Source: an optimization exercise on an open RTL-to-GDS flow (aim: small area, a short achievable clock period and few clock cycles). Production flows keep margins and buffers that such runs may drop. Where RTL was checked, it was by simulation tests only, not by an equivalence proof against the original. Power and IR drop assume default switching activity.

==> flow/design.v <==
module i2b_lutgen (
    input  wire        clk,
    input  wire        rst,         
    input  wire        start,       
    input  wire [15:0] amount,      
    output reg         busy,
    output reg         out_valid,
    output reg  [7:0]  out_idx,
    output reg  [7:0]  out_val
);
    reg         idle, s1, s2, s3, div, fix, fix2, k0, wa, wb;
    reg         dl;        
    reg         stp;       
    reg         dvs;       
    reg         dvf;       
    reg         szc;       
    reg  [2:0]  cnt;       
    reg  [24:0] R;         
    reg  [7:0]  F;         
    reg  [23:0] Z;         
    reg  [23:0] Y;         
    reg  [7:0]  qk;        
    reg         sat;       
    reg         big;       
    reg         dsg;       
    wire        go   = idle & start & ~busy;
    wire        neg  = R[24];
    wire        step = stp;
    wire        sy   = s1 | (stp & neg);
    wire        sz   = szc | (s3 & dsg) | (dvs & ~neg);
    wire        snz  = (s3 & ~dsg) | (dvf & neg);          
    wire [24:0] X    = div ? {R[23:0], F[6]} : R;
    wire [25:0] OP   = ({26{sy}}  & {2'b00, Y})
                     | ({26{sz}}  & {2'b11, Z})
                     | ({26{snz}} & {2'b00, ~Z});
    wire [25:0] sum  = {X[24], X} + OP + {25'd0, s3 | (dvf & neg) | (s2 & ~dsg)};
    wire [7:0]  Q    = fix ? {{7{~dsg}}, 1'b1} : qk;
    wire [8:0]  Fs   = {F[7], F} + {Q[7], Q} + {8'd0, step & ~neg};
    wire        ovf  = ~Fs[8] & Fs[7];
    wire signed [15:0] a = R[15:0];
    wire        big_n = (a >= 16'sd255) && (a <= 16'sd263);
    wire [16:0] g     = sum[16:0] ^ {17{dsg}};
    wire [7:0]  idx_n = ~out_idx + {7'd0, wb};
    wire        pos   = wb ^ dsg;
    wire        S     = sat | big;
    wire        nz    = (R != {1'b1, Z});
    wire [7:0]  vpos  = {~F[7], F[6:0]};
    wire [7:0]  vneg  = (~F + {7'd0, ~nz}) ^ 8'h80;
    wire [7:0]  val   = pos ? (S ? 8'd255 : vpos) : (S ? 8'd0 : vneg);
    wire        last  = wa & (out_idx == 8'd255);      
    always @(posedge clk) begin
        if (rst) begin
            idle <= 1'b1;
            s1 <= 1'b0; s2 <= 1'b0; s3 <= 1'b0; div <= 1'b0; fix <= 1'b0;
            fix2 <= 1'b0; k0 <= 1'b0; wa <= 1'b0; wb <= 1'b0;
            busy <= 1'b0; out_valid <= 1'b0;
        end else begin
            idle      <= (idle & ~go) | last;
            s1        <= go;
            s2        <= s1;
            s3        <= s2;
            div       <= s3 | (div & ~dl);
            fix       <= dl;
            fix2      <= fix;
            k0        <= fix2;
            wa        <= k0 | wb;
            wb        <= wa & ~last;
            busy      <= go | (~idle & ~last) | last;
            out_valid <= k0 | wa | wb;
        end
        stp <= ~rst & (fix2 | (wa & ~last));
        dvs <= ~rst & (s3 | (div & ~dl) | fix2 | (wa & ~last));
        dvf <= ~rst & (s3 | div);
        szc <= ~rst & (s1 | fix);
    end
    always @(posedge clk) begin
        cnt     <= div ? cnt + 3'd1 : 3'd0;
        dl      <= div & (cnt == 3'd5);
        out_idx <= (wa | wb) ? idx_n : 8'd128;
        out_val <= (wa | wb) ? val : 8'd128;
        R       <= idle ? {{9{amount[15]}}, amount}
                 : s2   ? {g, 8'h00}
                 : s3   ? {13'd0, Y[16:5]}                   
                 : sum[24:0];
        if (s3)        F <= {1'b0, Y[4:0], 2'b10};          
        else if (div)  F <= {1'b0, F[5:0], ~sum[24]};
        else if (fix2) F <= 8'd0;
        else if (step) F <= Fs[7:0];
        if (fix2)      sat <= 1'b0;
        else if (step) sat <= sat | ovf;
        if (fix)       qk  <= Fs[7:0];
        if (idle) begin
            Y   <= 24'd33022;
            Z   <= 24'hff7dfe;            
            dsg <= ($signed(amount) > 16'sd259);
        end
        if (s1) begin
            Y   <= {7'd0, sum[16:0]};     
            big <= big_n;
        end
        if (s2) Z <= sum[23:0];           
        if (s3) Z <= sum[23:0];           
        if (fix2) begin
            Y <= R[23:0];                 
            Z <= sum[23:0];               
        end
    end
endmodule
Settings: LEC_CHECK=0, CAP_MARGIN=20, CORE_MARGIN=2, CORE_UTILIZATION=65, PLACE_DENSITY=0.8, SLEW_MARGIN=20; clock period 10.0 ns.
standard.sh (not shown) runs the stock make flow with config.mk's settings and CLKGATE_MAP_FILE= SYNTH_SCRIPT=/design/flow/synth_recipe.tcl, a recipe that flattens the netlist after the stock synthesis.
==> flow/flow/run.sh <==
#!/bin/bash
set -o pipefail
export SETUP_SLACK_MARGIN=6.25
bash standard.sh > standard.log 2>&1
Testbench counts at the start, summed over its fixed seeds: cycles 25,920.
Then changed:
--- a/flow/design.v
+++ b/flow/design.v
@@ -21,6 +21,7 @@
     reg  [23:0] Y;         
     reg  [7:0]  qk;        
     reg         sat;       
+    reg         zr;        
     reg         big;       
     reg         dsg;       
     wire        go   = idle & start & ~busy;
@@ -43,7 +44,7 @@
     wire [7:0]  idx_n = ~out_idx + {7'd0, wb};
     wire        pos   = wb ^ dsg;
     wire        S     = sat | big;
-    wire        nz    = (R != {1'b1, Z});
+    wire        nz    = ~zr;
     wire [7:0]  vpos  = {~F[7], F[6:0]};
     wire [7:0]  vneg  = (~F + {7'd0, ~nz}) ^ 8'h80;
     wire [7:0]  val   = pos ? (S ? 8'd255 : vpos) : (S ? 8'd0 : vneg);
@@ -86,6 +87,8 @@
         else if (div)  F <= {1'b0, F[5:0], ~sum[24]};
         else if (fix2) F <= 8'd0;
         else if (step) F <= Fs[7:0];
+        if (fix2)      zr  <= 1'b1;                         
+        else if (step) zr  <= neg ? (zr & ~|Y) : ~|R;
         if (fix2)      sat <= 1'b0;
         else if (step) sat <= sat | ovf;
         if (fix)       qk  <= Fs[7:0];
Effect: The new run produced a clean layout. Synthesized area came out lower by a few percent. Utilization is higher by 1.6 points. Clock power climbs by a few percent. Sequential power falls slightly. Worst setup slack is worse by 200 ps. Power goes up by a few percent. Cell area rises slightly. Sequential cell count is higher by 1.
Testbench counts after the change, summed over its fixed seeds: cycles 25,920.

========
== P ==
// i2b_lutgen: RTL as listed in full above, without the edits since
clock: 10.0 ns
lec_check: 0
cap_margin: 20
core_margin: 2
core_utilization: 65
place_density: 0.8
slew_margin: 20
==> flow/flow/run.sh <==
#!/bin/bash
set -o pipefail
export SETUP_SLACK_MARGIN=6
bash standard.sh > standard.log 2>&1
Testbench counts of P, summed over its fixed seeds: cycles 25,920.
> inputs changed (P -> Q)
--- a/flow/design.v
+++ b/flow/design.v
@@ -15,27 +15,27 @@
     reg         dvf;       
     reg         szc;       
     reg  [2:0]  cnt;       
     reg  [24:0] R;         
+    reg         nsg;       
     reg  [7:0]  F;         
     reg  [23:0] Z;         
     reg  [23:0] Y;         
     reg  [7:0]  qk;        
     reg         sat;       
     reg         big;       
     reg         dsg;       
     wire        go   = idle & start & ~busy;
-    wire        neg  = R[24];
+    wire        neg  = nsg;
     wire        step = stp;
     wire        sy   = s1 | (stp & neg);
     wire        sz   = szc | (s3 & dsg) | (dvs & ~neg);
     wire        snz  = (s3 & ~dsg) | (dvf & neg);          
-    wire [24:0] X    = div ? {R[23:0], F[6]} : R;
     wire [25:0] OP   = ({26{sy}}  & {2'b00, Y})
                      | ({26{sz}}  & {2'b11, Z})
                      | ({26{snz}} & {2'b00, ~Z});
-    wire [25:0] sum  = {X[24], X} + OP + {25'd0, s3 | (dvf & neg) | (s2 & ~dsg)};
-    wire [7:0]  Q    = fix ? {{7{~dsg}}, 1'b1} : qk;
+    wire [25:0] sum  = {R[24], R} + OP + {25'd0, s3 | (dvf & neg) | (s2 & ~dsg)};
+    wire [7:0]  Q    = fix2 ? {{7{~dsg}}, 1'b1} : qk;
     wire [8:0]  Fs   = {F[7], F} + {Q[7], Q} + {8'd0, step & ~neg};
     wire        ovf  = ~Fs[8] & Fs[7];
     wire signed [15:0] a = R[15:0];
     wire        big_n = (a >= 16'sd255) && (a <= 16'sd263);
@@ -79,17 +79,19 @@
         out_idx <= (wa | wb) ? idx_n : 8'd128;
         out_val <= (wa | wb) ? val : 8'd128;
         R       <= idle ? {{9{amount[15]}}, amount}
                  : s2   ? {g, 8'h00}
-                 : s3   ? {13'd0, Y[16:5]}                   
+                 : s3   ? {12'd0, Y[16:4]}                   
+                 : (div & ~dl) ? {sum[23:0], F[6]}
                  : sum[24:0];
-        if (s3)        F <= {1'b0, Y[4:0], 2'b10};          
-        else if (div)  F <= {1'b0, F[5:0], ~sum[24]};
+        nsg     <= ~s3 & sum[24];
+        if (s3)        F <= {1'b0, Y[3:0], 3'b100};         
+        else if (div | fix) F <= {1'b0, F[5:0], ~nsg};   
         else if (fix2) F <= 8'd0;
         else if (step) F <= Fs[7:0];
         if (fix2)      sat <= 1'b0;
         else if (step) sat <= sat | ovf;
-        if (fix)       qk  <= Fs[7:0];
+        if (fix2)      qk  <= Fs[7:0];
         if (idle) begin
             Y   <= 24'd33022;
             Z   <= 24'hff7dfe;            
             dsg <= ($signed(amount) > 16'sd259);
@@ -99,10 +101,8 @@
             big <= big_n;
         end
         if (s2) Z <= sum[23:0];           
         if (s3) Z <= sum[23:0];           
-        if (fix2) begin
-            Y <= R[23:0];                 
-            Z <= sum[23:0];               
-        end
+        if (fix)  Y <= sum[23:0];         
+        if (fix2) Z <= sum[23:0];         
     end
 endmodule
### Flow results
When Q is set beside P, its count of cells resized by post-cts repair turns out to be 3 larger.
Q reports a lower detailed-route wire length per cell than P does.
Multi-input combinational gate total in Q is 3.8% higher than in P
Share of the clock period used by the worst path, P and Q, lower one = P.
Comparing layout cell share with drive strength beyond 1 for P and Q, the smaller number came from P.
P has a lower share of the core filled with cells than Q.
Route | Q vs P | wire shorter in Q
Q vs. P: final critical-path required period grew by 0.089 ns; total die area shrank by 280 µm².
Only the layout flow was run in Q; the RTL was not checked for function there.

========
Setup of red:
Another version of the RTL of i2b_lutgen (not shown whole).
Size in the first run: ~870 cells after synthesis, about 130 flip-flops.
==> module i2b_lutgen, before the edit <==
module i2b_lutgen (
    input  wire        clk,
    input  wire        rst,         
    input  wire        start,       
    input  wire [15:0] amount,      
    output reg         busy,
    output reg         out_valid,
    output reg  [7:0]  out_idx,
    output reg  [7:0]  out_val
);
    reg         idle, s1, s2, s3, div, fix, fix2, k0, wa, wb;
    reg         dl;        
    reg         stp;       
    reg         dvs;       
    reg         dvf;       
    reg         szc;       
    reg  [2:0]  cnt;       
    reg  [24:0] R;         
    reg         nsg;       
    reg  [7:0]  F;         
    reg  [23:0] Z;         
    reg  [23:0] Y;         
    reg  [7:0]  qk;        
    reg         sat;       
    reg         big;       
    reg         dsg;       
    wire        go   = idle & start & ~busy;
    wire        neg  = nsg;
    wire        step = stp;
    wire        sy   = s1 | (stp & neg);
    wire        sz   = szc | (s3 & dsg) | (dvs & ~neg);
    wire        snz  = (s3 & ~dsg) | (dvf & neg);          
    wire [25:0] OP   = ({26{sy}}  & {2'b00, Y})
                     | ({26{sz}}  & {2'b11, Z})
                     | ({26{snz}} & {2'b00, ~Z});
    wire [25:0] sum  = {R[24], R} + OP + {25'd0, s3 | (dvf & neg) | (s2 & ~dsg)};
    wire [7:0]  Q    = fix ? {{7{~dsg}}, 1'b1} : qk;
    wire [8:0]  Fs   = {F[7], F} + {Q[7], Q} + {8'd0, step & ~neg};
    wire        ovf  = ~Fs[8] & Fs[7];
    wire signed [15:0] a = R[15:0];
    wire        big_n = (a >= 16'sd255) && (a <= 16'sd263);
    wire [16:0] g     = sum[16:0] ^ {17{dsg}};
    wire [7:0]  idx_n = ~out_idx + {7'd0, wb};
    wire        pos   = wb ^ dsg;
    wire        S     = sat | big;
    wire        nz    = (R != {1'b1, Z});
    wire [7:0]  vpos  = {~F[7], F[6:0]};
    wire [7:0]  vneg  = (~F + {7'd0, ~nz}) ^ 8'h80;
    wire [7:0]  val   = pos ? (S ? 8'd255 : vpos) : (S ? 8'd0 : vneg);
    wire        last  = wa & (out_idx == 8'd255);      
    always @(posedge clk) begin
        if (rst) begin
            idle <= 1'b1;
            s1 <= 1'b0; s2 <= 1'b0; s3 <= 1'b0; div <= 1'b0; fix <= 1'b0;
            fix2 <= 1'b0; k0 <= 1'b0; wa <= 1'b0; wb <= 1'b0;
            busy <= 1'b0; out_valid <= 1'b0;
        end else begin
            idle      <= (idle & ~go) | last;
            s1        <= go;
            s2        <= s1;
            s3        <= s2;
            div       <= s3 | (div & ~dl);
            fix       <= dl;
            fix2      <= fix;
            k0        <= fix2;
            wa        <= k0 | wb;
            wb        <= wa & ~last;
            busy      <= go | (~idle & ~last) | last;
            out_valid <= k0 | wa | wb;
        end
        stp <= ~rst & (fix2 | (wa & ~last));
        dvs <= ~rst & (s3 | (div & ~dl) | fix2 | (wa & ~last));
        dvf <= ~rst & (s3 | div);
        szc <= ~rst & (s1 | fix);
    end
    always @(posedge clk) begin
        cnt     <= div ? cnt + 3'd1 : 3'd0;
        dl      <= div & (cnt == 3'd5);
        out_idx <= (wa | wb) ? idx_n : 8'd128;
        out_val <= (wa | wb) ? val : 8'd128;
        R       <= idle ? {{9{amount[15]}}, amount}
                 : s2   ? {g, 8'h00}
                 : s3   ? {12'd0, Y[16:4]}                   
                 : (div & ~dl) ? {sum[23:0], F[6]}
                 : sum[24:0];
        nsg     <= ~s3 & sum[24];
        if (s3)        F <= {1'b0, Y[3:0], 3'b100};         
        else if (div)  F <= {1'b0, F[5:0], ~sum[24]};
        else if (fix2) F <= 8'd0;
        else if (step) F <= Fs[7:0];
        if (fix2)      sat <= 1'b0;
        else if (step) sat <= sat | ovf;
        if (fix)       qk  <= Fs[7:0];
        if (idle) begin
            Y   <= 24'd33022;
            Z   <= 24'hff7dfe;            
            dsg <= ($signed(amount) > 16'sd259);
        end
        if (s1) begin
            Y   <= {7'd0, sum[16:0]};     
            big <= big_n;
        end
        if (s2) Z <= sum[23:0];           
        if (s3) Z <= sum[23:0];           
        if (fix)  Y <= sum[23:0];         
        if (fix2) Z <= sum[23:0];         
    end
endmodule
clock: 10.0 ns
lec_check: 0
cap_margin: 20
core_margin: 2
core_utilization: 65
place_density: 0.8
slew_margin: 20
Scripts as last shown in full above: flow/flow/run.sh
Input changes introduced in blue (baseline for comparison: red):
==> flow/design.v <==
module i2b_lutgen (
    input  wire        clk,
    input  wire        rst,         
    input  wire        start,       
    input  wire [15:0] amount,      
    output reg         busy,
    output reg         out_valid,
    output reg  [7:0]  out_idx,
    output reg  [7:0]  out_val
);
    reg         idle, s1, s2, s3, div, fix, fix2, k0, wa, wb;
    reg         dl;        
    reg         stp;       
    reg         dvs;       
    reg         dvf;       
    reg         s23;       
    reg  [2:0]  cnt;       
    reg  [24:0] R;         
    reg  [7:0]  F;         
    reg  [23:0] Z;         
    reg  [23:0] Y;         
    reg  [7:0]  qk;        
    reg         sat;       
    reg         big;       
    reg         dsg;       
    wire        go   = idle & start & ~busy;
    wire        neg  = R[24];
    wire        step = stp;
    wire        sy   = s1 | (stp & neg);
    wire        sz   = s23 | fix2 | (dvs & ~neg);
    wire        snz  = dvf & neg;                          
    wire [24:0] X    = div ? {R[23:0], F[6]} : R;
    wire [25:0] OP   = ({26{sy}}  & {2'b00, Y})
                     | ({26{sz}}  & {2'b11, Z})
                     | ({26{snz}} & {2'b00, ~Z});
    wire [25:0] sum  = {X[24], X} + OP + {25'd0, snz | (s2 & ~dsg)};
    wire [7:0]  Q    = fix ? {{7{~dsg}}, 1'b1} : qk;
    wire [8:0]  Fs   = {F[7], F} + {Q[7], Q} + {8'd0, step & ~neg};
    wire        ovf  = ~Fs[8] & Fs[7];
    wire signed [15:0] a = R[15:0];
    wire        big_n = (a >= 16'sd255) && (a <= 16'sd263);
    wire [16:0] g     = sum[16:0] ^ {17{dsg}};
    wire [7:0]  idx_n = ~out_idx + {7'd0, wb};
    wire        pos   = wb ^ dsg;
    wire        S     = sat | big;
    wire        nz    = (R != {1'b1, Z});
    wire [7:0]  vpos  = {~F[7], F[6:0]};
    wire [7:0]  vneg  = (~F + {7'd0, ~nz}) ^ 8'h80;
    wire [7:0]  val   = pos ? (S ? 8'd255 : vpos) : (S ? 8'd0 : vneg);
    wire        last  = wa & (out_idx == 8'd255);      
    always @(posedge clk) begin
        if (rst) begin
            idle <= 1'b1;
            s1 <= 1'b0; s2 <= 1'b0; s3 <= 1'b0; div <= 1'b0; fix <= 1'b0;
            k0 <= 1'b0; wa <= 1'b0; wb <= 1'b0;
            busy <= 1'b0; out_valid <= 1'b0;
        end else begin
            idle      <= (idle & ~go) | last;
            s1        <= go;
            s2        <= s1;
            s3        <= s2;
            div       <= s3 | (div & ~dl);
            fix       <= dl;
            fix2      <= fix;
            k0        <= fix2;
            wa        <= k0 | wb;
            wb        <= wa & ~last;
            busy      <= go | (~idle & ~last) | last;
            out_valid <= k0 | wa | wb;
        end
        stp <= ~rst & (fix2 | (wa & ~last));
        dvs <= ~rst & (s3 | (div & ~dl) | fix2 | (wa & ~last));
        dvf <= ~rst & (s3 | div);
        s23 <= ~rst & (s1 | s2);
    end
    always @(posedge clk) begin
        cnt     <= div ? cnt + 3'd1 : 3'd0;
        dl      <= div & (cnt == 3'd5);
        out_idx <= (wa | wb) ? idx_n : 8'd128;
        out_val <= (wa | wb) ? val : 8'd128;
        R       <= idle ? {{9{amount[15]}}, amount}
                 : s2   ? {g, 8'h01}
                 : s3   ? {13'd0, Y[16:5]}                   
                 : sum[24:0];
        if (s3)        F <= {1'b0, Y[4:0], 2'b10};          
        else if (div)  F <= {1'b0, F[5:0], ~sum[24]};
        else if (fix2) F <= 8'd0;
        else if (step) F <= Fs[7:0];
        if (fix2)      sat <= 1'b0;
        else if (step) sat <= sat | ovf;
        if (fix)       qk  <= Fs[7:0];
        if (idle) begin
            Y   <= 24'd33022;
            Z   <= 24'hff7dfe;            
            dsg <= ($signed(amount) > 16'sd259);
        end
        if (s1) begin
            Y   <= sum[23:0];             
            big <= big_n;
        end
        if (s2) Z <= {{7{~g[16]}}, ~g};
        if (s3) Z <= sum[23:0];           
        if (fix2) begin
            Y <= R[23:0];                 
            Z <= sum[23:0];               
        end
    end
endmodule
==> comparison <==
There was hardly any difference in total number of vias between red and blue.
Re register bit count reported by yosys: blue is 0.78% down on red.
blue reports a higher wire length of the first global-routing pass than red does.
Lower die extent in x goes to red over blue.
Summary of blue over red: slew of the pin with the lowest slew margin shrank by 0.094 ns, clock network fraction of total power shrank by 12 points, combinational fraction of design power grew by 18 points.
Higher all-layer global routing usage was reported by blue, not red.
blue gives less routed length on met3 than red did.
Summary: with red as the reference, final-stage net count in blue moved down by a few percent.
Row non-clock buffer count: blue lower / red higher
Post-route clock period utilization for blue is lower than for red.
Function was not checked in any run of this note: the RTL went through the layout flow alone.

==> static timing again, ports no longer ideal <==
Ports are ideal in the flow. The routed layouts listed here were re-timed in OpenROAD.
Step 1 assumes that a clkbuf_16 drives the clock port and a buf_2 every other input.
Step 2 adds t to the input delays and takes it off the output delays; t is the mean of the earliest and latest rising clock arrival at the registers after step 1. Input paths then give back, and output paths get back, about the clock's delay inside the block.
a / b / c = no drivers / after step 1 / after step 2; a / b = the first two.
run	t, ns	setup WS [ns]	latest minus earliest clock arrival (ns)
the first run of note 1	0.462	6.260 / 6.260 / 6.157	0.007 / 0.007
the second run of note 1	0.473	6.064 / 6.064 / 5.965	0.009 / 0.009
P	0.463	6.178 / 6.178 / 6.178	0.009 / 0.009
Q	0.470	6.089 / 6.089 / 6.089	0.007 / 0.007
red	0.470	6.006 / 6.006 / 5.989	0.012 / 0.012
blue	0.468	6.102 / 6.102 / 5.797	0.011 / 0.011
After both steps setup and hold are still met in every run listed. For blue, which loses most, drivers alone change the setup slack by 0.000 ns; drivers and shift together by -0.305 ns.
